Source: an optimization exercise on an open RTL-to-GDS flow (aim: small area, a short achievable clock period and few clock cycles). Production flows keep margins and buffers that such runs may drop.
The RTL was checked by simulation tests, not by an equivalence proof against the original design.
Power figures rest on the tool's default switching activity, not on a simulated workload.

==> flow/design.v <==
module rtp_sr_sender (
    input  wire        clk,
    input  wire        rst,
    input  wire        ev_valid,
    output wire        ev_ready,
    input  wire [1:0]  ev_kind,       
    input  wire        ev_ack,        
    input  wire [31:0] ev_seq,        
    input  wire [31:0] cfg_total,     
    input  wire [4:0]  cfg_window,    
    input  wire [31:0] cfg_rto,       
    input  wire [31:0] cfg_poll,      
    output wire        tx_valid,
    input  wire        tx_ready,
    output wire [31:0] tx_seq,
    output wire        running,
    output wire [31:0] base
);
    reg         run_r;
    reg  [3:0]  lo;           
    reg  [27:0] hb;           
    reg  [31:0] rem;          
    reg         rem_big;      
    reg  [4:0]  win;          
    reg  [31:0] rnm1;         
    reg  [31:0] xr;           
    reg  [31:0] poll;         
    reg  [31:0] pcnt;         
    reg         big;          
    reg         wchk;         
    reg         wpass;        
    reg  [511:0] tmr;         
    reg  [15:0] acked, e0, pend;
    integer i, j, d;
    wire [27:0] hb1     = hb + 28'd1;
    wire [31:0] rn      = rnm1 + 32'd1;
    function [15:0] below;            
        input [5:0] x;
        integer k;
        begin
            for (k = 0; k < 16; k = k + 1)
                below[k] = (k < x);
        end
    endfunction
    function [15:0] offs_below;       
        input [15:0] gelo;
        input [5:0]  e;               
        begin
            offs_below = (gelo & below(e)) | below((e >= 6'd16) ? e - 6'd16 : 6'd0);
        end
    endfunction
    wire [4:0]  rem5    = rem[4:0];
    wire [4:0]  rem16   = (rem5 > 5'd16) ? rem5 - 5'd16 : 5'd0;
    wire [15:0] ge_lo   = ~below({2'b0, lo});
    wire [15:0] is_lo   = 16'd1 << lo;
    wire [15:0] lt_w    = offs_below(ge_lo, {2'b0, lo} + {1'b0, win});
    wire [15:0] lt_r0   = rem_big ? 16'hffff : offs_below(ge_lo, {2'b0, lo} + {1'b0, rem5});
    wire [15:0] lt_r16  = rem_big ? 16'hffff : offs_below(ge_lo, {2'b0, lo} + {1'b0, rem16});
    wire [15:0] inwin = lt_w & lt_r0;
    wire [15:0] gacked = acked | is_lo;
    reg  [15:0] run_hi, run_lo, clr;
    always @* begin
        run_hi[0] = gacked[0] | !ge_lo[0];
        run_lo[0] = gacked[0];
        for (i = 1; i < 16; i = i + 1) begin
            run_hi[i] = run_hi[i-1] & (gacked[i] | !ge_lo[i]);
            run_lo[i] = run_lo[i-1] & gacked[i];
        end
        for (i = 0; i < 16; i = i + 1)
            clr[i] = ge_lo[i] ? run_hi[i] : (run_hi[15] & run_lo[i]);
    end
    wire [15:0] clr_r1  = win[0] ? {clr[14:0], clr[15]} : clr;
    wire [15:0] clr_r2  = win[1] ? {clr_r1[13:0], clr_r1[15:14]} : clr_r1;
    wire [15:0] clr_r4  = win[2] ? {clr_r2[11:0], clr_r2[15:12]} : clr_r2;
    wire [15:0] clr_w   = win[3] ? {clr_r4[7:0], clr_r4[15:8]} : clr_r4;
    reg  [15:0] m_slide;
    always @* begin
        for (i = 0; i < 16; i = i + 1)
            m_slide[i] = clr[i] ? (lt_w[i] && clr_w[i] && lt_r16[i])
                                : ((lt_w[i] || clr_w[i]) && lt_r0[i] && !acked[i] && (!inwin[i] || e0[i]));
    end
    wire        fin_s   = !rem_big && (rem5 <= 5'd16) && ((lt_r0 & ~clr) == 16'd0);
    reg  [3:0]  lo_n;
    always @* begin
        lo_n = 4'd0;
        for (i = 0; i < 16; i = i + 1)
            if (clr[(i + 15) % 16] && !clr[i]) lo_n = lo_n | 4'(i);
        if (clr == 16'hffff) lo_n = lo;
    end
    wire [3:0]  s1_lo   = lo_n - lo;
    wire [4:0]  s1      = {(s1_lo == 4'd0), s1_lo};
    wire [5:0]  rem_sl  = {1'b0, rem5} - {1'b0, s1};
    wire [26:0] rem_hd  = rem[31:5] - 27'd1;
    wire [31:0] rem_s   = {rem_sl[5] ? rem_hd : rem[31:5], rem_sl[4:0]};
    wire        rem_big_s = rem_sl[5] ? (rem[31:6] != 26'd0) : rem_big;
    wire [15:0] fdec    = 16'd1 << ev_seq[3:0];
    wire        eq_hb   = (ev_seq[31:4] == hb);
    wire        eq_hb1  = (ev_seq[31:4] == hb1);
    wire [15:0] hitmask = {16{ev_ack}} & fdec & inwin & ((ge_lo & {16{eq_hb}}) | (~ge_lo & {16{eq_hb1}}));
    wire        hit_base = ev_ack && eq_hb && (ev_seq[3:0] == lo);
    wire [15:0] m_frame = inwin & ~acked & ~hitmask & e0;
    wire        due     = (pcnt == 32'd1);
    wire [31:0] cmpv = wchk ? rnm1 : xr;
    reg  [15:0] eqc;
    always @* begin
        for (i = 0; i < 16; i = i + 1)
            eqc[i] = (tmr[32*i +: 32] == cmpv);
    end
    wire [15:0] m_tick  = inwin & ~acked & (e0 | eqc);
    wire [15:0] m_wrap  = inwin & ~acked & e0 & ~eqc;
    wire [4:0]  wlen_st = ((cfg_total[31:5] != 27'd0) || (cfg_total[4:0] >= cfg_window)) ? cfg_window : cfg_total[4:0];
    reg  [15:0] m_start;
    always @* begin
        for (i = 0; i < 16; i = i + 1)
            m_start[i] = (i < wlen_st);
    end
    wire [15:0] pend_a  = pend & ge_lo;
    wire [15:0] pend_b  = pend & ~ge_lo;
    wire        any_a   = (pend_a != 16'd0);
    reg  [15:0] tfirst;
    reg  [3:0]  slot_a, slot_b;
    reg         seen_a, seen_b;
    always @* begin
        seen_a = 1'b0;
        seen_b = 1'b0;
        for (i = 0; i < 16; i = i + 1) begin
            tfirst[i] = any_a ? (pend_a[i] && !seen_a) : (pend_b[i] && !seen_b);
            seen_a = seen_a | pend_a[i];
            seen_b = seen_b | pend_b[i];
        end
        slot_a = 4'd0;
        slot_b = 4'd0;
        for (i = 15; i >= 0; i = i - 1) begin
            if (pend_a[i]) slot_a = 4'(i);
            if (pend_b[i]) slot_b = 4'(i);
        end
    end
    wire [3:0]  tslot   = any_a ? slot_a : slot_b;
    assign tx_valid = (pend != 16'd0);
    assign tx_seq   = {any_a ? hb : hb1, tslot};
    wire        take    = tx_valid && tx_ready;
    wire        pend_one = ((pend & (pend - 16'd1)) == 16'd0);
    assign ev_ready = !wchk && ((pend == 16'd0) || (tx_ready && pend_one));
    assign running  = run_r;
    assign base     = {hb, lo};
    wire accept  = ev_valid && ev_ready;
    wire k_frame = (ev_kind == 2'd0);
    wire k_tick  = (ev_kind == 2'd1);
    wire k_start = (ev_kind == 2'd2);
    reg  [15:0] m;
    reg         do_pass;
    always @* begin
        m = 16'd0;
        do_pass = 1'b0;
        if (wchk) begin
            do_pass = wpass;
            m = m_wrap;
        end else if (k_tick) begin
            do_pass = run_r && due && !big;
            m = m_tick;
        end else if (k_start) begin
            do_pass = !run_r;
            m = m_start;
        end else if (k_frame) begin
            do_pass = run_r;
            m = hit_base ? m_slide : m_frame;
        end
        if (!do_pass) m = 16'd0;
    end
    wire [31:0] stamp = (k_tick && !wchk) ? rn : (k_start && !wchk) ? 32'hffffffff : rnm1;
    always @(posedge clk) begin
        if (rst) begin
            run_r <= 1'b0;
            lo    <= 4'd0;
            hb    <= 28'd0;
            pend  <= 16'd0;
            wchk  <= 1'b0;
        end else begin
            wchk <= 1'b0;
            if (wchk) begin
                e0   <= e0 & ~eqc & ~m;
                pend <= m;
            end else if (accept) begin
                pend <= m;
                if (k_tick) begin
                    rnm1  <= rn;
                    xr    <= xr + 32'd1;
                    e0    <= (e0 | eqc) & ~m;
                    pcnt  <= (run_r && due) ? poll : pcnt - 32'd1;
                    wchk  <= big;
                    wpass <= run_r && due;
                end else if (k_start) begin
                    if (!run_r) begin
                        run_r <= (cfg_total != 32'd0);
                        lo    <= 4'd0;
                        hb    <= 28'd0;
                        rem   <= cfg_total;
                        rem_big <= (cfg_total[31:5] != 27'd0);
                        win   <= cfg_window;
                        rnm1  <= 32'hffffffff;
                        xr    <= ~cfg_rto;
                        poll  <= cfg_poll;
                        pcnt  <= cfg_poll;
                        big   <= cfg_rto[31] || cfg_poll[31];
                        acked <= 16'd0;
                        e0    <= e0 & ~m;
                    end
                end else if (k_frame) begin
                    if (run_r) begin
                        if (hit_base) begin
                            lo    <= lo_n;
                            hb    <= clr[15] ? hb1 : hb;
                            rem   <= rem_s;
                            rem_big <= rem_big_s;
                            acked <= acked & ~clr;
                            if (fin_s) run_r <= 1'b0;
                        end else begin
                            acked <= acked | hitmask;
                        end
                        pcnt <= poll;
                        e0 <= e0 & ~m;
                    end
                end
            end else if (take) begin
                pend <= pend & ~tfirst;
            end
        end
    end
    always @(posedge clk) begin
        if (accept || wchk) begin
            for (j = 0; j < 16; j = j + 1)
                if (m[j]) tmr[32*j +: 32] <= stamp;
        end
    end
endmodule
==> flow/run.sh <==
#!/bin/bash
# synth_recipe.tcl (not shown) runs the flow's synth.tcl, then flattens the netlist and writes it again
# the make line also repeats each setting of config.mk as NAME=value (left out here)
make -C /OpenROAD-flow-scripts/flow DESIGN_CONFIG=/design/flow/config.mk WORK_HOME=/design/flow/orfs CLKGATE_MAP_FILE= SYNTH_SCRIPT=/design/flow/synth_recipe.tcl finish
==> flow/config.mk <==
export PLATFORM = sky130hd
export DESIGN_NAME = rtp_sr_sender
export DESIGN_NICKNAME = rtp_sr_sender
export VERILOG_FILES = /design/flow/design.v
export SDC_FILE = /design/flow/constraint.sdc
export NUM_CORES = 4
export LEC_CHECK = 0
export ABC_AREA = 1
export CAP_MARGIN = 20
export CORE_MARGIN = 2
export CORE_UTILIZATION = 60
export PLACE_DENSITY = 0.74
export SETUP_SLACK_MARGIN = 5
export SLEW_MARGIN = 20
export TNS_END_PERCENT = 10
==> flow/constraint.sdc <==
create_clock -name core_clock -period 10.0 [get_ports {clk}]
set_input_delay 2.0000 -clock core_clock [delete_from_list [all_inputs] [get_ports {clk}]]
set_output_delay 2.0000 -clock core_clock [all_outputs]
set_load 0.01 [all_outputs]
==> results.yml, run 1 <==
detailed_routing:
  dr_wl_met2_mm: 78.9
  vias: 40038
  met3WireLength_mm: 19.9
  top_layer_used: "met5"
  drt-vias-per-instance: 6.55
  ant_nets: 0
  wirelength_mm: 170
  dr.pass1.iters: 8
  met1_length_mm: 58.7
  drtIter0Drc: 5765
  wl_per_cell_um: 27.9
  drc_errors: 0
timing:
  rsz0062_at_grt: "yes"
  max_slew.worst_pin.slew_ns: 1.26
  finClkSkew_ns: 0.0820
  slew_viol_final: 0
  clock.fmax_mhz: 187
  period_share_pct: 53.5
  slew_headroom_pct: 16.3
  setup_violations: 0
  tns_ns: 0
  layout_min_cycle_time_ns: 5.35
  finalHoldViolCount: 0
critical_path:
  cpPeakStageDelay_ns: 0.46
  worst_ep_required_time_ns: 10.33
  slowest_stage: "dfxtp_4"
  criticalPathCategory: "flip-flop to flip-flop"
  path_max_fanout: 7
  ff2ff_path_depth: 37
  cp_top_family: "simple AND/OR/NAND/NOR gates"
  worst_setup_path_start_kind: "flip-flop"
  cp.depth: 37
  arrival_ns: 5.68
  crit_path_end_kind: "flip-flop"
  path_buf_inv: 11
power_and_ir_drop:
  p_int_mw: 5.88
  p_comb_share_pct: 21.3
  p_sw_mw: 2.53
  power_frac_seq_pct: 44.5
  p_clk_share_pct: 34.3
  finalPower_mw: 8.42
  cellPowerDensity_nw_per_um2: 160
  ir_drop_mv: 0.182
  p_leak_nw: 19.3
  swShare_pct: 30.1
yosys:
  synth_cell_types: 75
  seq_area_frac_synth_pct: 51.2
  synth_flop_cell: "edfxtp_1"
  synth_warnings: 1
  synth_fp_nets: 4873
  netlist_instances: 4693
  synth_edf_count: 712
  synthArstFlopShare_pct: 0
  synth_area_um2: 43700
  ys_seq_elements: 762
  synth_area_per_cell_um2: 9.32
grt:
  grt_pass1_wl_mm: 246
  overflow: 0
  grt_pass1_vias: 38628
  grt_start_max_net_pins: 101
  globalRouteTotalUtil_pct: 44.4
  grt_antenna_before_repair: 4
run:
  maxCapViolations: 0
final_layout:
  drive_gt1_share_pct: 15.4
  num-fill-cells: 4899
  final_common_cell: "edfxtp_1"
  fin_nets: 5283
  final_cell_mix: "edfxtp_1 (712), nand2_1 (678), nor2_1 (446), inv_1 (416), xnor2_1 (320)"
  area_growth_pct: 20.3
clock_network:
  clk-insertion-delay-late_ns: 0.67
  ctsRootBufferMaster: "clkbuf_16"
  cts_tree: "done"
  cts.reportedPaths.clkPinSlew_ns: 0.07
  cts_buffers: 78
  cts_num_sinks: 762
  cts.htree.levels: 3
  clk_path_buf_depth: 3
floorplan:
  pin_count: 207
  start_util_pct: 60.9
  num_rows: 98
  core-area_um2: 71900
  chipWidth_um: 274
  fp.dieArea_um2: 75100
  dieHeight_um: 274
status:
  status: "timing/DRC/antenna clean"
place:
  post-dp-hpwl_mm: 113
  globalplace.congestion: 1.10
  portBuffers: 206
hold_path:
  hold_depth: 2
  hold_class: "flip-flop to flip-flop"
-- through the flow --
stage | cell area [um2] | utilization (%) | hold slack (ns) | cells | worst slack [ns]
global placement | 47200 | 65.8 | 0.493 | 5773 | 3.18
CTS | 51900 | 72.3 | 0.491 | 6073 | 4.77
floorplan | 43800 | - | 0.461 | 4693 | 4.52
detailed placement | 47300 | 65.8 | 0.484 | 5775 | 3.10
finish | 52600 | 73.2 | 0.491 | 6114 | 4.65
global route | 52600 | 73.2 | 0.530 | 6112 | 4.45
-- timing repair --
| item | in CTS | in global routing |
|---|---|---|
| resized for setup | 392 | 83 |
| cloned | 10 | 3 |
| hold endpoints to repair | 0 | 0 |
| hold buffers | 0 | 0 |
| pin swaps | 77 | 57 |
| endpoints found under the setup margin | 928 | 758 |
| setup buffers | 150 | 35 |
-- power groups by stage --
stage | clock [mW] | sequential [mW] | combinational, mW
6_report | 2.88 | 3.74 | 1.79
3_5_place_dp | 0 | 3.80 | 1.38
3_3_place_gp | 0 | 3.80 | 1.34
5_1_grt | 3.00 | 3.75 | 1.86
4_1_cts | 2.87 | 3.74 | 1.70
2_1_floorplan | 0 | 3.78 | 0.825
-- worst min-delay path, stage by stage, from the launching register on --
cell	delay [ns]
dfxtp_1	0.31
nand3_1	0.08
a21oi_1	0.06
-- cells by family after synthesis --
| logic type | count (synthesis) | share of synthesized area [%] |
|---|---|---|
| AO/OA/AOI/OAI | 751 | 10.1 |
| XOR/XNOR | 591 | 11.8 |
| adder cells (fa/ha/maj) | 41 | 1.25 |
| buffers and inverters | 633 | 5.64 |
| flip-flops | 762 | 51.2 |
| multiplexers | 3 | 0.0773 |
| AND/OR/NAND/NOR | 1912 | 19.9 |
-- registers in the layout, summed over array words and instances (netlist names) --
| name | count |
|---|---|
| acked | 16 |
| big | 1 |
| e0 | 16 |
| hb | 28 |
| lo | 4 |
| pcnt | 32 |
| pend | 16 |
| poll | 32 |
| rem | 32 |
| rem_big | 1 |
| rnm1 | 32 |
| run_r | 1 |
| tmr | 512 |
| wchk | 1 |
| win | 5 |
| wpass | 1 |
| xr | 32 |
-- final cells by class --
cell class | count | area, um2 | share of cell area (%)
tap | 950 | 1190 | 2.26
timing repair buffer | 491 | 4570 | 8.70
sequential | 762 | 22400 | 42.6
clock inverter | 38 | 442 | 0.840
inverter | 469 | 1840 | 3.51
timing repair inverter | 3 | 22.5 | 0.0428
multi-input combinational | 3298 | 20100 | 38.1
clock buffer | 100 | 2050 | 3.91
antenna | 3 | 7.51 | 0.0143
-- metal layers --
metal / track usage (%) / vias up
li1: - / 17072
met1: 55.0 / 18952
met2: 71.7 / 3202
met3: 9.59 / 806
met4: 26.4 / 6
met5: 0 / -
-- worst paths after layout --
path                                       startpoint               endpoint  slack [ns]
worst max-delay path               lo[1]$_SDFFE_PP0P_       rem[9]$_DFFE_PP_        4.65
worst min-delay path            pend[11]$_SDFFE_PP0P_  pend[11]$_SDFFE_PP0P_        0.49
worst max register to register     lo[1]$_SDFFE_PP0P_       rem[9]$_DFFE_PP_        4.65
worst min register to register  pend[11]$_SDFFE_PP0P_  pend[11]$_SDFFE_PP0P_        0.49
-- cells in the mapped netlist (5+ instances only) --
master,n,area [um2]
o32ai_1,10,87.6
clkinv_1,6,22.5
nand2_2,8,50.1
and3_1,9,56.3
o211ai_1,32,240
o21ai_1,20,100
nor2_1,484,1820
o221ai_1,6,52.6
o21ai_0,344,1720
inv_1,449,1690
edfxtp_1,712,21400
nor4_1,77,482
nand4_1,113,707
dfxtp_1,50,1000
a211oi_1,23,173
or4_1,15,113
nor3_1,108,541
a221oi_1,5,43.8
nor2_4,7,78.8
o21ai_2,15,131
nand2_1,717,2690
a2111oi_0,5,43.8
nand3b_1,9,67.6
buf_2,51,255
a22o_1,5,43.8
o311ai_0,5,43.8
xor2_1,270,2360
nand3_1,257,1290
o2111a_1,5,56.3
nor3b_1,14,105
or2_2,60,375
xnor2_1,321,2810
o2111ai_1,10,87.6
o31ai_1,10,75.1
and2_1,6,37.5
ha_1,35,438
a21oi_1,145,726
a31oi_1,20,125
o22ai_1,44,275
buf_1,10,37.5
inv_2,12,45.0
fa_1,5,100
clkbuf_1,99,372
a22oi_1,22,165
Testbench counts, summed over its fixed seeds: cycles 12,213.
==> run 2: changes to the inputs <==
--- a/flow/config.mk
+++ b/flow/config.mk
@@ -14,2 +14,2 @@
 export SLEW_MARGIN = 20
-export TNS_END_PERCENT = 10
+export TNS_END_PERCENT = 5
==> run 2 against run 1 <==
Compared with the run above: power is 0.36% lower; sequential power hardly changed; routed wire length hardly changed; synthesized cell count stayed put; fmax is 0.47% lower; final cell count hardly changed; non-clock buffer count is 1 lower; register-to-register slack worse by 0.03 ns; utilization hardly changed; largest power group unchanged.
==> results.yml, run 2 <==
status:
  status: "timing/DRC/antenna clean"
yosys:
  synth_top_area_share_pct: 48.9
  synth_cell_types: 75
  synth_warnings: 1
  seq_area_frac_synth_pct: 51.2
  synth_edf_count: 712
  netlist_instances: 4693
  yosysTopAreaCell: "edfxtp_1"
  ys_seq_elements: 762
  synth_area_per_cell_um2: 9.32
  synthArstFlopShare_pct: 0
  yosys-top-cells-area: "edfxtp_1 (49%), xnor2_1 (6.4%), nand2_1 (6.2%), xor2_1 (5.4%), nor2_1 (4.2%)"
  synth.most_common_cell: "nand2_1"
  synth_area_um2: 43700
  synth_commonest_cells: "nand2_1 (717), edfxtp_1 (712), nor2_1 (484)"
  synth_flop_cell: "edfxtp_1"
  synth_fp_nets: 4873
timing:
  tns_ns: 0
  slew_headroom_pct: 14.4
  clock.fmax_mhz: 186
  rsz0062_at_grt: "yes"
  finalHoldViolCount: 0
  setup_violations: 0
  layout_min_cycle_time_ns: 5.38
  finClkSkew_ns: 0.0840
  max_slew.worst_pin.slew_ns: 1.28
  slew_viol_final: 0
  period_share_pct: 53.8
critical_path:
  path_max_fanout: 7
  cpPeakStageDelay_ns: 0.47
  arrival_ns: 5.71
  cpMostUsedCell: "nor2_4"
  slowest_stage: "dfxtp_4"
  criticalPathCategory: "flip-flop to flip-flop"
  path_buf_inv: 11
  worst_ep_required_time_ns: 10.33
  worst_setup_path_start_kind: "flip-flop"
  crit_path_end_kind: "flip-flop"
  cp_top_family: "simple AND/OR/NAND/NOR gates"
final_layout:
  fin_nets: 5282
  largest_reg_flops: 512
  multiInputGateArea_um2: 20100
  final_cell_mix: "edfxtp_1 (712), nand2_1 (678), nor2_1 (447), inv_1 (418), xnor2_1 (320)"
  regArea_um2: 22400
  final_area_um2: 52600
  area_growth_pct: 20.2
  largest-register: "tmr"
  num-fill-cells: 4914
  final_common_cell: "edfxtp_1"
  drive_gt1_share_pct: 15.2
clock_network:
  clk-insertion-delay-late_ns: 0.67
  cts_num_sinks: 762
  ctsRootBufferMaster: "clkbuf_16"
  clk_path_buf_depth: 3
  cts.htree.levels: 3
  cts.reportedPaths.clkPinSlew_ns: 0.07
  cts_buffers: 78
  cts_tree: "done"
floorplan:
  chipWidth_um: 274
  num_rows: 98
  fp.dieArea_um2: 75100
  dieHeight_um: 274
  pin_count: 207
  core-area_um2: 71900
  start_util_pct: 60.9
grt:
  overflow: 0
  grt_antenna_before_repair: 3
  globalRouteTotalUtil_pct: 44.4
  grt_start_max_net_pins: 101
  grt_pass1_wl_mm: 246
  grt_pass1_vias: 38601
detailed_routing:
  dr.pass1.iters: 8
  wl_per_cell_um: 27.9
  drc_errors: 0
  ant_nets: 0
  vias: 40103
  drtIter0Drc: 6119
  drt-vias-per-instance: 6.56
  wirelength_mm: 170
place:
  portBuffers: 206
  globalplace.congestion: 1.10
  dpl_cell_area_um2: 47300
  post-dp-hpwl_mm: 113
power_and_ir_drop:
  cellPowerDensity_nw_per_um2: 159
  ir_drop_mv: 0.181
  p_leak_nw: 19.3
hold_path:
  hold_class: "flip-flop to flip-flop"
run:
  maxCapViolations: 0
==> run 2: cell counts after synthesis <==
No cell type changed its count.
==> run 2: cell type report <==
class | count | area share, %
Inverter | 469 | 3.50
Sequential cell | 762 | 42.6
Antenna cell | 2 | 0.00952
Multi-Input combinational cell | 3298 | 38.2
Tap cell | 950 | 2.26
Timing Repair inverter | 3 | 0.0428
Clock inverter | 38 | 0.840
Timing Repair Buffer | 490 | 8.67
Clock buffer | 100 | 3.91
==> run 2: worst min-delay path, stage by stage (launching register included) <==
cell and delay (ns):
dfxtp_1 0.31, nand3_1 0.08, a21oi_1 0.06
==> run 2: final timing paths <==
kind	end	slack [ns]	start	depth (start not counted)
setup / recovery	rem[9]$_DFFE_PP_	4.62	lo[2]$_SDFFE_PP0P_	35
hold / removal	pend[11]$_SDFFE_PP0P_	0.50	pend[11]$_SDFFE_PP0P_	2
setup reg to reg	rem[9]$_DFFE_PP_	4.62	lo[2]$_SDFFE_PP0P_	35
hold reg to reg	pend[11]$_SDFFE_PP0P_	0.50	pend[11]$_SDFFE_PP0P_	2
==> run 2: per-layer routing <==
layer | global-route usage, % | vias to the layer above | wire, um
met5 | 0 | - | 12
met4 | 25.8 | 2 | 12500
met3 | 8.81 | 753 | 20000
met2 | 72.1 | 3192 | 78900
met1 | 55.4 | 19089 | 58800
li1 | - | 17067 | -
==> run 2: kinds of logic after synthesis <==
kind of cell               after synthesis  synth area share (%)
AOI/OAI and AO/OA                      751                  10.1
xor gates and xnor gates               591                  11.8
muxes                                    3                0.0773
adders and majority gates               41                  1.25
and+or+nand+nor                       1912                  19.9
DFF                                    762                  51.2
buffers and inverters                  633                  5.64
==> run 2: metrics by stage <==
stage          power [mW]  instances  utilization [%]  worst slack (ns)  hold WS [ns]
2_1_floorplan        4.61       4693                -              4.52         0.461
3_3_place_gp         5.14       5773             65.8              3.18         0.493
3_5_place_dp         5.18       5775             65.8              3.10         0.484
4_1_cts              8.28       6071             72.2              4.77         0.491
5_1_grt              8.57       6111             73.2              4.46         0.530
6_report             8.39       6112             73.2              4.62         0.495
==> run 2: where the power goes <==
part	total, mW	switching [mW]	leakage (nW)	internal, mW
Clock	2.88	1.30	1.20	1.58
Combinational	1.76	1.14	11.3	0.617
Sequential	3.74	0.0807	6.79	3.66
==> run 2: what timing repair did <==
item / in CTS / in global routing
endpoints found under the setup margin: 928 / 760
hold buffers: 0 / 0
setup buffers: 149 / 37
pin swaps: 77 / 57
resized for setup: 363 / 83
cloned: 9 / 2
==> run 3: changes to the inputs <==
--- a/flow/config.mk
+++ b/flow/config.mk
@@ -14,2 +14,2 @@
 export SLEW_MARGIN = 20
-export TNS_END_PERCENT = 5
+export TNS_END_PERCENT = 0
==> run 3 against run 2 <==
Compared with the run above: fmax shrank 0.30%; global-route usage shrank 4.4 points; register-to-register slack about the same; largest power group unchanged; clock power decreased by 2%; clock skew fell by 0.034 ns; cell area is 2.1% lower; sequential share of layout area grew 0.89 points; still clean on timing, DRC and antenna; worst hold slack better by 0.018 ns; power shrank 3.3%.
==> results.yml, run 3 <==
detailed_routing:
  wl_per_cell_um: 25.3
  vias: 37967
  dr.pass1.iters: 7
  drtIter0Drc: 4921
  ant_nets: 0
  wirelength_mm: 153
  drc_errors: 0
  drt-vias-per-instance: 6.27
critical_path:
  r2r_slack_ns: 4.63
  criticalPathCategory: "input pin to flip-flop"
  arrival_ns: 5.76
  slowest_stage: "clkdlybuf4s50_1"
  crit_path_end_kind: "flip-flop"
  cpPeakStageDelay_ns: 0.55
  worst_setup_path_start_kind: "input pin"
  worst_ep_required_time_ns: 10.37
  cpMostUsedCell: "nand2_1"
  path_cells: "clkdlybuf4s50_1 > xor2_1 > nor4_2 > nand2_1 > nor2_1 > nand2_2 > clkinvlp_4 > nand2_1 > buf_6 > nand3_1 > nor3_1 > a21oi_1 > nand2_1 > nand2_1 > nand3_1 > clkinvlp_4 > buf_6"
  path_max_fanout: 30
yosys:
  ys_seq_elements: 762
  yosysTopAreaCell: "edfxtp_1"
  synth_area_um2: 43700
  synth.most_common_cell: "nand2_1"
  yosys-top-cells-area: "edfxtp_1 (49%), xnor2_1 (6.4%), nand2_1 (6.2%), xor2_1 (5.4%), nor2_1 (4.2%)"
  synth_fp_nets: 4873
  synth_area_per_cell_um2: 9.32
  synth_top_area_share_pct: 48.9
  synth_cell_types: 75
  netlist_instances: 4693
  synth_edf_count: 712
  synthArstFlopShare_pct: 0
  synth_commonest_cells: "nand2_1 (717), edfxtp_1 (712), nor2_1 (484)"
  seq_area_frac_synth_pct: 51.2
  synth_flop_cell: "edfxtp_1"
  synth_warnings: 1
floorplan:
  num_rows: 98
  fp.dieArea_um2: 75100
  core-area_um2: 71900
  dieHeight_um: 274
  pin_count: 207
  start_util_pct: 60.9
  chipWidth_um: 274
clock_network:
  ctsRootBufferMaster: "clkbuf_16"
  cts.htree.levels: 3
  cts_buffers: 79
  cts_num_sinks: 762
  cts.reportedPaths.clkPinSlew_ns: 0.06
  clk_path_buf_depth: 3
  clk-insertion-delay-late_ns: 0.66
  cts_tree: "done"
final_layout:
  largest-register: "tmr"
  fin_util_pct: 71.7
  area_growth_pct: 17.7
  final_common_cell: "edfxtp_1"
  fin_nets: 5218
  drive_gt1_share_pct: 12.4
  final_cell_mix: "edfxtp_1 (712), nand2_1 (687), nor2_1 (464), inv_1 (423), xnor2_1 (320)"
  largest_reg_flops: 512
grt:
  grt_antenna_before_repair: 5
  globalRouteTotalUtil_pct: 40.0
  grt_start_max_net_pins: 110
  overflow: 0
  grt_pass1_vias: 35911
  grt_pass1_wl_mm: 223
timing:
  finClkSkew_ns: 0.0499
  slew_headroom_pct: 20.4
  layout_min_cycle_time_ns: 5.39
  finalWorstSetupSlack_ns: 4.61
  slew_viol_final: 0
  period_share_pct: 53.9
  max_slew.worst_pin.slew_ns: 1.19
  clock.fmax_mhz: 185
  setup_violations: 0
  rsz0062_at_grt: "yes"
  tns_ns: 0
  finalHoldViolCount: 0
power_and_ir_drop:
  ir_drop_mv: 0.188
  p_leak_nw: 18.8
  cellPowerDensity_nw_per_um2: 157
  finalPower_mw: 8.11
place:
  post-dp-hpwl_mm: 106
  portBuffers: 206
  place_ws_ns: 3.07
  globalplace.congestion: 1.09
run:
  maxCapViolations: 0
hold_path:
  hold_class: "flip-flop to flip-flop"
status:
  status: "timing/DRC/antenna clean"
-- run 3: where the power goes --
group          switching, mW  internal (mW)
combinational           1.02          0.528
sequential            0.0765           3.66
clock                   1.29           1.52
-- run 3: area by class of cell --
cell class / instances / area, um2
antenna: 3 / 7.51
clock inverter: 44 / 367
sequential: 762 / 22400
tap: 950 / 1190
multi-input combinational: 3298 / 19600
timing repair inverter: 2 / 15.0
timing repair buffer: 426 / 3940
clock buffer: 100 / 2090
fill: 5347 / 20400
inverter: 469 / 1840
-- run 3: path summary, 6_finish.rpt --
path	start	to	cells after the start
setup / recovery	ev_seq[12]	tmr[41]$_DFFE_PP_	17
hold / removal	pend[11]$_SDFFE_PP0P_	pend[11]$_SDFFE_PP0P_	2
setup reg to reg	lo[1]$_SDFFE_PP0P_	tmr[41]$_DFFE_PP_	23
hold reg to reg	pend[11]$_SDFFE_PP0P_	pend[11]$_SDFFE_PP0P_	2
-- run 3: critical path, delay by kind of cell --
family,cells,cell delay (ns)
AOI/OAI and AO/OA,1,0.17
and+or+nand+nor,10,1.53
buffers and inverters,5,1.71
xor gates and xnor gates,1,0.26
-- run 3: kinds of logic after synthesis --
family / count (synthesis) / share of synthesized area (%)
fa+ha+maj: 41 / 1.25
simple gates: 1912 / 19.9
flops: 762 / 51.2
mux: 3 / 0.0773
compound gates: 751 / 10.1
buf+inv: 633 / 5.64
xor+xnor: 591 / 11.8
-- run 3: per-stage QoR --
| step | std cells | hold slack [ns] | cell area (um2) |
|---|---|---|---|
| after floorplan | 4693 | 0.461 | 43700 |
| after global placement | 5787 | 0.483 | 47300 |
| after detailed placement | 5787 | 0.490 | 47300 |
| after CTS | 6025 | 0.498 | 51000 |
| after global routing | 6054 | 0.520 | 51500 |
| final | 6054 | 0.513 | 51500 |
-- run 3: metal layers --
layer	share of wire [%]	vias to the layer above	routed length [um]	track usage (%)
li1	-	16936	-	-
met1	37	18066	56400	51.3
met2	46	2467	71100	64.3
met3	10	494	16000	7.04
met4	6.4	4	9780	22.4
met5	0.017	-	26	0
-- run 3: repair_timing --
item,4_1_cts,5_1_grt
cloned,6,1
pin swaps,46,41
hold buffers,0,0
gates resized for setup,184,105
setup buffers,88,25
setup endpoints to repair,710,889
==> run 4: changes to the inputs <==
--- a/flow/design.v
+++ b/flow/design.v
@@ -33,2 +33,3 @@
     reg  [15:0] acked, e0, pend;
+    reg  [15:0] ge_lo, lt_w, lt_r0;
     integer i, j, d;
@@ -53,6 +54,3 @@
     wire [4:0]  rem16   = (rem5 > 5'd16) ? rem5 - 5'd16 : 5'd0;
-    wire [15:0] ge_lo   = ~below({2'b0, lo});
-    wire [15:0] is_lo   = 16'd1 << lo;
-    wire [15:0] lt_w    = offs_below(ge_lo, {2'b0, lo} + {1'b0, win});
-    wire [15:0] lt_r0   = rem_big ? 16'hffff : offs_below(ge_lo, {2'b0, lo} + {1'b0, rem5});
+    wire [15:0] is_lo   = ge_lo & ~{ge_lo[14:0], 1'b0};
     wire [15:0] lt_r16  = rem_big ? 16'hffff : offs_below(ge_lo, {2'b0, lo} + {1'b0, rem16});
@@ -141,3 +139,13 @@
     wire        take    = tx_valid && tx_ready;
-    wire        pend_one = ((pend & (pend - 16'd1)) == 16'd0);
+    reg         pend_two;         
+    reg         pend_seen;
+    always @* begin
+        pend_two  = 1'b0;
+        pend_seen = 1'b0;
+        for (i = 0; i < 16; i = i + 1) begin
+            pend_two  = pend_two | (pend_seen & pend[i]);
+            pend_seen = pend_seen | pend[i];
+        end
+    end
+    wire        pend_one = !pend_two;
     assign ev_ready = !wchk && ((pend == 16'd0) || (tx_ready && pend_one));
@@ -198,2 +206,5 @@
                         rem_big <= (cfg_total[31:5] != 27'd0);
+                        ge_lo <= 16'hffff;
+                        lt_w  <= below({1'b0, cfg_window});
+                        lt_r0 <= (cfg_total[31:4] != 28'd0) ? 16'hffff : below({2'b0, cfg_total[3:0]});
                         win   <= cfg_window;
@@ -214,2 +225,5 @@
                             rem_big <= rem_big_s;
+                            ge_lo <= clr[15] ? ~(clr & ~ge_lo) : (ge_lo & ~clr);
+                            lt_w  <= (clr & lt_w & clr_w) | (~clr & (lt_w | clr_w));
+                            lt_r0 <= (clr & lt_r16) | (~clr & lt_r0);
                             acked <= acked & ~clr;
--- a/flow/config.mk
+++ b/flow/config.mk
@@ -10,6 +10,6 @@
 export CORE_MARGIN = 2
-export CORE_UTILIZATION = 60
-export PLACE_DENSITY = 0.74
-export SETUP_SLACK_MARGIN = 5
+export CORE_UTILIZATION = 40
+export PLACE_DENSITY = 0.6
+export SETUP_SLACK_MARGIN = 4.5
 export SLEW_MARGIN = 20
-export TNS_END_PERCENT = 0
+export TNS_END_PERCENT = 10
==> run 4 against run 3 <==
Compared with the run above: sequential cell count increased by 47; count of clock-buffer cells in the layout increased by 17; utilization decreased by 24 points; first-iteration DRC count decreased by 16%; die area increased by 55%; still clean; global-route usage decreased by 13 points; fmax decreased by 3.5%; worst hold slack improved by 0.023 ns; register-to-register slack about the same; non-clock buffer count decreased by 85; clock power increased by 16%.
==> results.yml, run 4 <==
detailed_routing:
  wl_per_cell_um: 24.1
  wirelength_mm: 159
  dr.pass1.iters: 6
  drtIter0Drc: 4110
  drt-vias-per-instance: 5.64
  ant_nets: 0
  drc_errors: 0
  vias: 37241
timing:
  setup_violations: 0
  slew_headroom_pct: 15.5
  fin_hold_ws_ns: 0.536
  finalHoldViolCount: 0
  clock.fmax_mhz: 179
  slew_viol_final: 0
  rsz0062_at_grt: "yes"
  layout_min_cycle_time_ns: 5.59
  finalWorstSetupSlack_ns: 4.41
  tns_ns: 0
  period_share_pct: 55.9
  max_slew.worst_pin.slew_ns: 1.26
  finClkSkew_ns: 0.0558
place:
  post-dp-hpwl_mm: 111
  portBuffers: 206
  place_ws_ns: 3.39
  dpl.cell_count: 6388
  globalplace.congestion: 1.04
grt:
  grt_use_met3_pct: 4.02
  use_met1_pct: 36.0
  overflow: 0
  grt_antenna_before_repair: 8
  globalRouteTotalUtil_pct: 26.5
  grt_pass1_vias: 34934
  grt_start_max_net_pins: 85
  grt_most_used_layer: "met2"
  use_met2_pct: 43.3
  grt_pass1_wl_mm: 231
yosys:
  synth.most_common_cell: "nand2_1"
  synth_area_um2: 45300
  synth_fp_nets: 4955
  seq_area_frac_synth_pct: 52.5
  yosysTopAreaCell: "edfxtp_1"
  synth_warnings: 1
  synthArstFlopShare_pct: 0
  synth_area_per_cell_um2: 9.48
  synth_top_area_share_pct: 50.3
  synth_flop_cell: "edfxtp_1"
  ys_seq_elements: 809
  synth_edf_count: 759
  synth_commonest_cells: "nand2_1 (781), edfxtp_1 (759), nor2_1 (455)"
  synth_cell_types: 74
  yosys-top-cells-area: "edfxtp_1 (50%), xnor2_1 (6.6%), nand2_1 (6.5%), xor2_1 (4.8%), nor2_1 (3.8%)"
  netlist_instances: 4785
floorplan:
  core-area_um2: 112000
  pin_count: 207
  num_rows: 123
  chipWidth_um: 341
  start_util_pct: 40.3
  fp.dieArea_um2: 116000
  dieHeight_um: 341
hold_path:
  hold_depth: 2
  hold_class: "flip-flop to flip-flop"
  hold_start: "big$_DFFE_PP_"
critical_path:
  criticalPathCategory: "input pin to flip-flop"
  crit_path_end_kind: "flip-flop"
  worst_ep_required_time_ns: 10.32
  arrival_ns: 5.91
  path_max_fanout: 32
  cp-startpoint: "cfg_window[1]"
  worst_setup_path_start_kind: "input pin"
  ff2ff_path_depth: 27
  crit-reg2reg-launch: "ge_lo[0]$_SDFFCE_PP1P_"
clock_network:
  cts-hold-fix-buffers: 0
  clk-insertion-delay-late_ns: 0.70
  cts_num_sinks: 809
  cts_tree: "done"
  cts.reportedPaths.clkPinSlew_ns: 0.06
  ctsRootBufferMaster: "clkbuf_16"
  clk_path_buf_depth: 3
  cts.htree.levels: 3
  cts_buffers: 90
final_layout:
  finalNonFillerCells: 6605
  drive_gt1_share_pct: 10.4
  area_growth_pct: 17.2
  fin_nets: 5205
  final_cell_mix: "nand2_1 (760), edfxtp_1 (759), nor2_1 (445), inv_1 (411), xnor2_1 (341)"
  final_common_cell: "nand2_1"
  largest_reg_flops: 512
  largest-register: "tmr"
power_and_ir_drop:
  power_frac_seq_pct: 45.2
  p_clk_share_pct: 36.5
  p_sw_mw: 2.69
  ir_drop_mv: 0.154
  cellPowerDensity_nw_per_um2: 169
  p_comb_share_pct: 18.4
  p_leak_nw: 19.1
  swShare_pct: 29.9
  p_int_mw: 6.31
run:
  maxCapViolations: 0
status:
  status: "timing/DRC/antenna clean"
-- run 4: cell types whose count changed after synthesis, moves of 25 or more --
cell,previous run,this run
nand2_1,717,781
edfxtp_1,712,759
a21oi_1,145,181
o21ai_0,344,314
nor2_1,484,455
nor3_1,108,81
nand3_1,257,283
inv_1,449,424
-- run 4: area by class of cell --
class | instances | area (um2)
multi-input combinational | 3355 | 19700
inverter | 437 | 1670
fill | 10602 | 59400
tap | 1500 | 1880
antenna | 1 | 2.50
sequential | 809 | 23800
timing repair inverter | 1 | 5.00
timing repair buffer | 341 | 3200
clock buffer | 117 | 2390
clock inverter | 44 | 455
-- run 4: per-layer routing --
metal	share of wire [%]	up-vias
met2	46	1758
met1	42	18028
met5	0.037	-
li1	-	17103
met4	4.0	10
met3	8.3	342
-- run 4: cell families (layout without fill, tap and decap cells) --
group | Yosys count | after routing | share of synthesized area, %
other cells | 0 | 1 | 0
fa+ha+maj | 30 | 30 | 0.877
xor+xnor | 592 | 592 | 11.4
buf+inv | 623 | 940 | 5.47
compound gates | 742 | 742 | 9.60
mux | 5 | 5 | 0.135
flops | 809 | 809 | 52.5
simple gates | 1984 | 1986 | 20.0
-- run 4: stage by stage --
stage          util (%)  cell area, um2  power (mW)
5_1_grt            47.2           53100        9.31
3_3_place_gp       43.9           49300        5.71
2_1_floorplan         -           45400        5.07
3_5_place_dp       43.9           49400        5.73
6_report           47.2           53100        9.00
4_1_cts            46.7           52600        9.00
-- run 4: worst max-delay path, cell delays in order --
cell and delay (ns):
clkdlybuf4s50_1 0.64, inv_1 0.13, ha_1 0.28, o21a_1 0.10, o21a_1 0.16, o21ai_0 0.15
nand2_1 0.07, nand2_1 0.09, nand3b_1 0.18, o21ai_0 0.59, inv_1 0.16, nand3_1 0.16
nor3_1 0.07, a21oi_1 0.16, nand2_1 0.08, nand2_1 0.07, nand3_1 0.24, inv_1 0.13
buf_4 0.41
-- run 4: worst paths after layout --
path                         to  slack, ns
max          tmr[266]$_DFFE_PP_       4.41
min             wchk$_SDFF_PN0_       0.54
max reg2reg   rem[10]$_DFFE_PP_       4.63
min reg2reg     wchk$_SDFF_PN0_       0.54
-- run 4: power by group through the flow --
stage          combinational, mW  sequential, mW  clock, mW
2_1_floorplan              0.971            4.10          0
3_3_place_gp                1.58            4.13          0
3_5_place_dp                1.59            4.13          0
4_1_cts                     1.62            4.06       3.32
5_1_grt                     1.78            4.08       3.45
6_report                    1.65            4.07       3.28
-- run 4: repair_timing --
action,4_1_cts,5_1_grt
pin swaps,4,27
setup endpoints to repair,467,870
buffers inserted,28,21
cloned,2,4
gates resized for setup,39,87
Testbench counts of run 4, summed over its fixed seeds: cycles 12,213.
==> run 5: changes to the inputs <==
--- a/flow/config.mk
+++ b/flow/config.mk
@@ -10,5 +10,5 @@
 export CORE_MARGIN = 2
-export CORE_UTILIZATION = 40
-export PLACE_DENSITY = 0.6
-export SETUP_SLACK_MARGIN = 4.5
+export CORE_UTILIZATION = 55
+export PLACE_DENSITY = 0.7
+export SETUP_SLACK_MARGIN = 5
 export SLEW_MARGIN = 20
==> run 5 against run 4 <==
Compared with the run above: global-route usage increased by 11 points; worst setup slack improved by 0.17 ns; first-iteration DRC count increased by 14%; largest cell class unchanged.
==> results.yml, run 5 <==
grt:
  grt_pass1_wl_mm: 235
  globalRouteTotalUtil_pct: 37.2
  grt_antenna_before_repair: 5
  overflow: 0
  grt_start_max_net_pins: 90
  grt_pass1_vias: 36211
floorplan:
  core-area_um2: 81800
  start_util_pct: 55.4
  fp.dieArea_um2: 84800
  pin_count: 207
  chipWidth_um: 291
  num_rows: 105
  dieHeight_um: 291
critical_path:
  slowest_stage: "nor2_1"
  cpPeakStageDelay_ns: 0.22
  crit_path_end_kind: "primary output"
  criticalPathCategory: "input pin to primary output"
  arrival_ns: 3.42
  worst_ep_required_time_ns: 8.00
  path_max_fanout: 2
  worst_setup_path_start_kind: "input pin"
  path_cells: "buf_8 > nand2_4 > a221oi_2 > o21ai_1 > nor4_2 > o2111ai_1 > nor2_1 > nand4_1 > a21oi_2 > buf_2"
timing:
  layout_min_cycle_time_ns: 5.42
  slew_headroom_pct: 17.0
  setup_violations: 0
  finalHoldViolCount: 0
  period_share_pct: 54.2
  finalWorstSetupSlack_ns: 4.58
  clock.fmax_mhz: 185
  rsz0062_at_grt: "yes"
  tns_ns: 0
  finClkSkew_ns: 0.0433
  slew_viol_final: 0
  max_slew.worst_pin.slew_ns: 1.24
yosys:
  synth_fp_nets: 4955
  synth_area_per_cell_um2: 9.48
  yosysTopAreaCell: "edfxtp_1"
  synth_cell_types: 74
  netlist_instances: 4785
  synth_edf_count: 759
  synth_area_um2: 45300
  synth_flop_cell: "edfxtp_1"
  synthArstFlopShare_pct: 0
  yosys-top-cells-area: "edfxtp_1 (50%), xnor2_1 (6.6%), nand2_1 (6.5%), xor2_1 (4.8%), nor2_1 (3.8%)"
  synth_warnings: 1
  ys_seq_elements: 809
  synth_commonest_cells: "nand2_1 (781), edfxtp_1 (759), nor2_1 (455)"
  synth_top_area_share_pct: 50.3
  synth.most_common_cell: "nand2_1"
  seq_area_frac_synth_pct: 52.5
clock_network:
  cts-hold-fix-buffers: 0
  clk_path_buf_depth: 3
  cts.reportedPaths.clkPinSlew_ns: 0.07
  clk-insertion-delay-late_ns: 0.68
  cts_buffers: 87
  ctsRootBufferMaster: "clkbuf_16"
  cts.htree.levels: 3
  cts_num_sinks: 809
  cts_tree: "done"
final_layout:
  area_growth_pct: 18.8
  fin_nets: 5294
  fin_util_pct: 65.8
  finalNonFillerCells: 6266
  largest-register: "tmr"
  drive_gt1_share_pct: 13.3
  largest_reg_flops: 512
  final_cell_mix: "edfxtp_1 (759), nand2_1 (749), nor2_1 (441), inv_1 (401), xnor2_1 (341)"
  final_common_cell: "edfxtp_1"
hold_path:
  hold_class: "flip-flop to flip-flop"
place:
  post-dp-hpwl_mm: 111
  dpl.cell_count: 5951
  place_ws_ns: 2.96
  portBuffers: 206
  globalplace.congestion: 1.09
power_and_ir_drop:
  p_leak_nw: 19.7
  ir_drop_mv: 0.213
  cellPowerDensity_nw_per_um2: 168
detailed_routing:
  drt-vias-per-instance: 6.15
  wl_per_cell_um: 25.8
  wirelength_mm: 162
  ant_nets: 0
  dr.pass1.iters: 9
  vias: 38524
  drc_errors: 0
  drtIter0Drc: 4692
run:
  maxCapViolations: 0
status:
  status: "timing/DRC/antenna clean"
-- run 5: cell counts after synthesis --
Identical to the previous run, type by type.
-- run 5: logic make-up after synthesis --
group	synth area share [%]
simple gates	20.0
flops	52.5
compound gates	9.60
buf+inv	5.47
xor+xnor	11.4
fa+ha+maj	0.877
mux	0.135
-- run 5: repair_timing --
item / CTS / global route
buffers inserted: 101 / 44
cloned: 6 / 3
gates resized for setup: 171 / 102
endpoints found under the setup margin: 1209 / 1161
pin swaps: 38 / 37
-- run 5: power by group --
part / switching (mW) / leakage, nW / internal (mW)
logic: 1.13 / 11.1 / 0.534
registers: 0.109 / 7.21 / 3.96
clock network: 1.44 / 1.40 / 1.85
total: 2.68 / 19.7 / 6.34
-- run 5: final timing paths --
check,from,endpoint,slack [ns],cells after the start
worst min-delay path,hb[3]$_SDFFE_PP0P_,hb[3]$_SDFFE_PP0P_,0.57,2
worst max-delay path,tx_ready,ev_ready,4.58,10
worst max register to register,rem[4]$_DFFE_PP_,tmr[201]$_DFFE_PP_,4.73,22
worst min register to register,hb[3]$_SDFFE_PP0P_,hb[3]$_SDFFE_PP0P_,0.57,2
-- run 5: final cells by class --
type	count	area (um2)
diodes	1	2.50
clock buffers	100	2270
clock inverters	60	622
fillers	6581	28000
inverters	437	1700
multi-input cells	3354	20000
flip-flops and latches	809	23800
well taps	1070	1340
repair buffers	434	4090
repair inverters	1	7.51
-- run 5: per-layer routing --
| layer | global-route usage [%] | vias to the layer above | part of all wire [%] |
|---|---|---|---|
| li1 | - | 17300 | - |
| met1 | 47.8 | 18501 | 38 |
| met2 | 60.5 | 2187 | 47 |
| met3 | 7.01 | 528 | 9.0 |
| met4 | 18.7 | 8 | 6.0 |
| met5 | 0 | - | 0.039 |
-- run 5: through the flow --
step / cell area, um2 / hold slack (ns) / power [mW]
2_1_floorplan: 45400 / 0.494 / 5.07
3_3_place_gp: 48800 / 0.552 / 5.68
3_5_place_dp: 48800 / 0.574 / 5.70
4_1_cts: 53100 / 0.586 / 8.98
5_1_grt: 53900 / 0.613 / 9.29
6_report: 53900 / 0.574 / 9.03
-- run 5: worst max-delay path, delay by kind of cell --
kind                   cells  cell delay (ns)
AOI/OAI and AO/OA          4             0.59
and+or+nand+nor            4             0.58
buffers and inverters      2             0.24

[afterwards: timing with drivers on the ports]
The results above use ideal ports. As a check the final layouts listed here were re-extracted and re-timed, cells and wires unchanged.
Step 1, drivers: a clkbuf_16 drives clk and a buf_2 each remaining input, both assumed.
Step 2, shift: input delay + t, output delay - t, t = (earliest + latest rising clock arrival at the registers) / 2. This alone moves slack from input paths to output paths.
Slacks: no drivers / after step 1 / after step 2; pairs: no drivers / after step 1.
run	shift t [ns]	setup slack, ns	worst setup path at the end	clock arrival spread, ns	pins driven straight from the clock port
run 1	0.706	4.647 / 4.624 / 4.042	input to register	0.082 / 0.082	1
run 2	0.706	4.622 / 4.560 / 4.113	input to register	0.084 / 0.084	1
run 3	0.712	4.605 / 4.583 / 3.929	input to register	0.050 / 0.050	1
run 4	0.744	4.410 / 4.373 / 3.695	input to register	0.056 / 0.056	1
run 5	0.726	4.581 / 4.524 / 4.040	input to register	0.043 / 0.043	1
After both steps setup and hold are still met in every run listed. For run 4, which loses most, drivers alone change the setup slack by -0.037 ns; drivers and shift together by -0.715 ns.
